This design comes from an exercise in tuning for a short achievable clock period and few clock cycles on the open sky130 flow, not from production work.
Function was checked by simulation only, so behaviour that the tests miss may differ from the original.
Power is estimated from default activity; no workload was simulated.

==> flow/design.v, too long to show whole: its modules and the start of the top module <==
// module intc_timer: 989 lines
module intc_timer (
    input  wire        clk,
    input  wire        rst,
    input  wire        cmd_valid,
    output reg         cmd_ready,
    input  wire [2:0]  cmd_op,
    input  wire [23:0] cmd_arg,
    input  wire [7:0]  cmd_data,
    output reg         rsp_valid,
    output reg  [7:0]  rsp_data,
    output wire [2:0]  pend,
    output reg  [1:0]  irq_line,
    output reg  [15:0] irq_vector
);
  // ...
==> flow/run.sh <==
#!/bin/bash
# synth_recipe.tcl (not shown) runs the flow's synth.tcl, then flattens the netlist and writes it again
# the make line also repeats each setting of config.mk as NAME=value (left out here)
make -C /OpenROAD-flow-scripts/flow DESIGN_CONFIG=/design/flow/config.mk WORK_HOME=/design/flow/orfs CLKGATE_MAP_FILE= SYNTH_SCRIPT=/design/flow/synth_recipe.tcl finish
==> flow/config.mk <==
export PLATFORM = sky130hd
export DESIGN_NAME = intc_timer
export DESIGN_NICKNAME = intc_timer
export VERILOG_FILES = /design/flow/design.v
export SDC_FILE = /design/flow/constraint.sdc
export NUM_CORES = 4
export LEC_CHECK = 0
export ABC_CLOCK_PERIOD_IN_PS = 2200
export CAP_MARGIN = 20
export CORE_MARGIN = 2
export CORE_UTILIZATION = 40
export SETUP_SLACK_MARGIN = 3.7
export SLEW_MARGIN = 20
export TNS_END_PERCENT = 100
==> flow/constraint.sdc <==
create_clock -name core_clock -period 6.0 [get_ports {clk}]
set_input_delay 1.2000 -clock core_clock [delete_from_list [all_inputs] [get_ports {clk}]]
set_output_delay 1.2000 -clock core_clock [all_outputs]
set_load 0.01 [all_outputs]
==> impl_metrics.json, run 1 <==
{
  "dp_slack_ns": 2.322,
  "r2r_cells": 10,
  "status": "timing/DRC/antenna clean",
  "die_w_um": 281.2,
  "tritoncts": "yes",
  "start_util": 0.4046,
  "antenna_found_initial": 0,
  "synth_seq_cells": 699,
  "grt_pass1_vias": 22960,
  "r2r-start": "dv_r[0]",
  "leakage_nw": 16.32,
  "synth_adder_area_share": 0.1328,
  "hold_path.class": "register to register",
  "grt-ovfl-total": 0,
  "routed.top_layer": "met4",
  "nClkBuffers": 92,
  "yosys-top-cells-count": "593 x dfxtp_1, 323 x ha_1, 272 x inv_1",
  "max_freq_mhz": 380.1,
  "place_area_sq_mm": 0.03288,
  "grt_pass1_wl_mm": 119.7,
  "p_sw_mw": 6.377,
  "clk_latency_ns": 0.64,
  "fin_skew_ns": 0.05162,
  "worstPathMaxFanout": 4,
  "dieHeight_um": 281.2,
  "seq_area_sq_mm": 0.01524,
  "taps": 1030,
  "cp-end-kind": "register",
  "crit_type": "register to register",
  "ys_dominant_reg_cell": "dfxtp_1",
  "syn_inst": 2972,
  "synth_xor_area_frac": 0.04332,
  "drive_above_1_share": 0.2903,
  "synth_area_per_cell_sq_um": 10.34,
  "cap_violations": 0,
  "min_period_over_period": 0.4385,
  "root_buffer": "clkbuf_16",
  "r2r-end": "tvalue[7]",
  "max-slew-margin-rel": 0.3004,
  "mostFrequentLayoutCells": "501 x dfxtp_1, 245 x ha_1, 234 x inv_1"
}
Testbench counts, summed over its fixed seeds: cycles 5,072.
==> run 2, diff against run 1 <==
--- a/flow/config.mk
+++ b/flow/config.mk
@@ -10,5 +10,5 @@
 export CORE_MARGIN = 2
 export CORE_UTILIZATION = 40
-export SETUP_SLACK_MARGIN = 3.7
+export SETUP_SLACK_MARGIN = 3.6
 export SLEW_MARGIN = 20
 export TNS_END_PERCENT = 100
==> impl_metrics.json, run 2 <==
{
  "synth-edff-count": 106,
  "mostFrequentLayoutCells": "514 x dfxtp_1, 254 x ha_1, 237 x inv_1",
  "root_buffer": "clkbuf_16",
  "fin_area_sq_mm": 0.03911,
  "drt_iter0_drc": 1094,
  "via_count": 22010,
  "yosys.area.top_type": "dfxtp_1",
  "yosysMostFrequentCell": "dfxtp_1",
  "fin_crit_ns": 2.549,
  "worstPathMaxFanout": 4,
  "setup_viol": 0,
  "drive_above_1_share": 0.2512,
  "grt-ovfl-total": 0,
  "drc": 0,
  "antenna_cells": 0,
  "nNetsFinal": 3597,
  "coreArea_sq_mm": 0.07595,
  "synth_area_per_cell_sq_um": 10.34,
  "start_util": 0.4046,
  "antenna_found_initial": 1,
  "critical_path_arrival_ns": 3.04,
  "num_rows": 101,
  "grt_pass1_vias": 22240,
  "place.gp.congestion": 0.9032,
  "crit_type": "register to register",
  "worstHoldPathCells": 0,
  "cts_sinks": 699,
  "post-dp-hpwl_mm": 51.79,
  "grt_pass1_wl_mm": 116.8,
  "max_freq_mhz": 392.3,
  "status": "timing/DRC/antenna clean",
  "grt_max_degree": 59,
  "port-buffer-count": 67,
  "r2r-end": "tvalue[7]",
  "start_kind": "register",
  "synth_top_area_share": 0.3863,
  "die_w_um": 281.2,
  "yosysWarningCount": 1,
  "fin_util": 0.5149,
  "r2r-start": "dv_r[0]",
  "viasPerCell": 5.088,
  "yosys-top-cells-count": "593 x dfxtp_1, 323 x ha_1, 272 x inv_1",
  "clk_path_buf_depth": 3,
  "slew_viol_final": 0,
  "cp-end-kind": "register",
  "tritoncts": "yes",
  "min_period_over_period": 0.4249,
  "ys_types": 106,
  "synth_area_leaders": "dfxtp_1 39%, ha_1 13%, edfxtp_1 10%",
  "holdPathEnd": "p3_n[6]",
  "dieHeight_um": 281.2,
  "ys_dominant_reg_cell": "dfxtp_1",
  "clk_latency_ns": 0.64,
  "io_pins": 69,
  "timing.reg2reg.setup_slack_ns": 3.45,
  "finalHoldViolCount": 0,
  "tightest_slew_ns": 0.9276,
  "cap_violations": 0,
  "critPathSlowestCell": "dfxtp_4",
  "dp_slack_ns": 2.355,
  "r2r_cells": 10,
  "cts-htree-levels": 3,
  "hold_path.class": "register to register",
  "power_density_mw_per_mm2": 452.9,
  "dieArea_sq_mm": 0.07906,
  "cts_hold_buf": 0,
  "cts_inserted_buffers": 74,
  "leakage_nw": 15.92,
  "grt_setup_unrepaired": "yes",
  "ir_drop_uv": 256.5,
  "ant_nets": 0,
  "fin_skew_ns": 0.04239,
  "max_stage_delay_ns": 0.37,
  "syn_inst": 2972,
  "place_area_sq_mm": 0.03263,
  "routed_wl_mm": 74.77,
  "layout_commonest_cell": "dfxtp_1",
  "crit_required_ns": 6.49,
  "max-slew-margin-rel": 0.3793,
  "path_cells": "inv_6 > ha_1 > o211ai_1 > a21oi_2 > o21ai_0 > nand2b_1 > xnor2_2 > o32ai_4 > o31ai_4 > o221ai_2",
  "tns_ns": 0,
  "clkTransAtPathRegs_ns": 0.06,
  "first_pass_iters": 5,
  "wire_per_inst_um": 17.28,
  "postLayoutSetupSlackWorst_ns": 3.451,
  "yosysSeqAreaShare": 0.4899,
  "synthArstFlopShare": 0,
  "syn_to_final_growth_pct": 27.25,
  "syn_area_sq_mm": 0.03073,
  "synth_seq_cells": 699,
  "hold_path.startpoint": "p2_n[6]",
  "globalRouteTotalUtil": 0.1841
}
## run 2: layer usage
layer  GRT usage  up-vias  wire [um]  part of all wire
met2      0.3189      428      36490              0.49
met4     0.05567        0       1827             0.024
met5           0        -          0                 0
met1      0.2357    10520      33450              0.45
met3     0.02785      113       2997             0.040
li1            -    10950          -                 -
## run 2: repair_timing
item | 4_1_cts | 5_1_grt
gates cloned | 8 | 7
setup buffers | 103 | 62
setup endpoints to repair | 166 | 144
resized for setup | 398 | 284
pin swaps | 109 | 137
## run 2: cell families after synthesis
group | count (synthesis) | share of synthesized area
AND/OR/NAND/NOR | 711 | 0.1108
flip-flops | 699 | 0.4899
AO/OA/AOI/OAI | 630 | 0.1421
buffers and inverters | 349 | 0.04532
adder cells (fa/ha/maj) | 325 | 0.1328
XOR/XNOR | 152 | 0.04332
multiplexers | 105 | 0.03567
other | 1 | 0.0001220
## run 2: worst max-delay path, delay by kind of cell (launching register included)
| kind | cells | cell delay, ns |
|---|---|---|
| xor gates and xnor gates | 1 | 0.20 |
| buffers and inverters | 1 | 0.05 |
| adders and majority gates | 1 | 0.33 |
| and+or+nand+nor | 1 | 0.16 |
| DFF | 1 | 0.37 |
| AOI/OAI and AO/OA | 6 | 1.32 |
## run 2: area by class of cell
cell class	instances	area (sq um)
Sequential cell	699	15210
Clock inverter	44	578.1
Tap cell	1030	1289
Clock buffer	94	2123
Timing Repair Buffer	247	2200
Inverter	273	1072
Fill cell	6637	36840
Multi-Input combinational cell	1939	16630
## run 2: worst max path at each step
stage,to,from,slack [ns],cells past startpoint
finish,tvalue[7],dv_r[0],3.45,10
global placement,s0_m3[8],cmd_data[0],2.37,12
CTS,tvalue[7],dv_r[0],3.39,10
detailed placement,s0_m3[8],cmd_data[0],2.36,12
global route,tvalue[7],dv_r[0],3.26,10
floorplan,s0_m3[8],cmd_data[0],3.18,12
## run 2: stage by stage
stage	hold slack, ns	power (mW)	cells
global route	0.3252	18.77	4326
detailed placement	0.3121	10.94	4008
CTS	0.3237	16.84	4257
floorplan	0.3095	9.759	2978
global placement	0.3097	10.80	4008
finish	0.3198	17.71	4326
## run 2: power breakdown
part           total [mW]  internal, mW  switching [mW]
Combinational        7.19          3.52            3.67
Clock                4.85          2.91            1.95
Sequential           5.67          5.23           0.439

==> port drivers added, routing unchanged <==
In the flow no input, the clock included, has a driving cell. The finished layouts below were timed again as built, in two steps.
Step 1 sets driving cells, clkbuf_16 on the clock port and buf_2 on the other inputs (assumed; they add their load-dependent delay and slew).
Step 2 also shifts input and output timing later by t, the mid clock arrival at the registers, as if the neighbouring blocks saw the same clock.
a / b / c = no drivers / after step 1 / after step 2; a / b = the first two.
run | t (ns) | setup slack, ns | slew at the worst register clock pin (ns) | worst slew at a driven data input, ns | cell pins on the clock port's net
run 1 | 0.681 | 3.369 / 3.369 / 3.004 | 0.07 / 0.07 | 0.06 | 1
run 2 | 0.673 | 3.451 / 3.423 / 2.961 | 0.06 / 0.06 | 0.06 | 1
After both steps setup and hold are still met in every run listed. The setup slack of run 2, which loses most, moves by -0.028 ns with the drivers and by -0.490 ns with both steps.
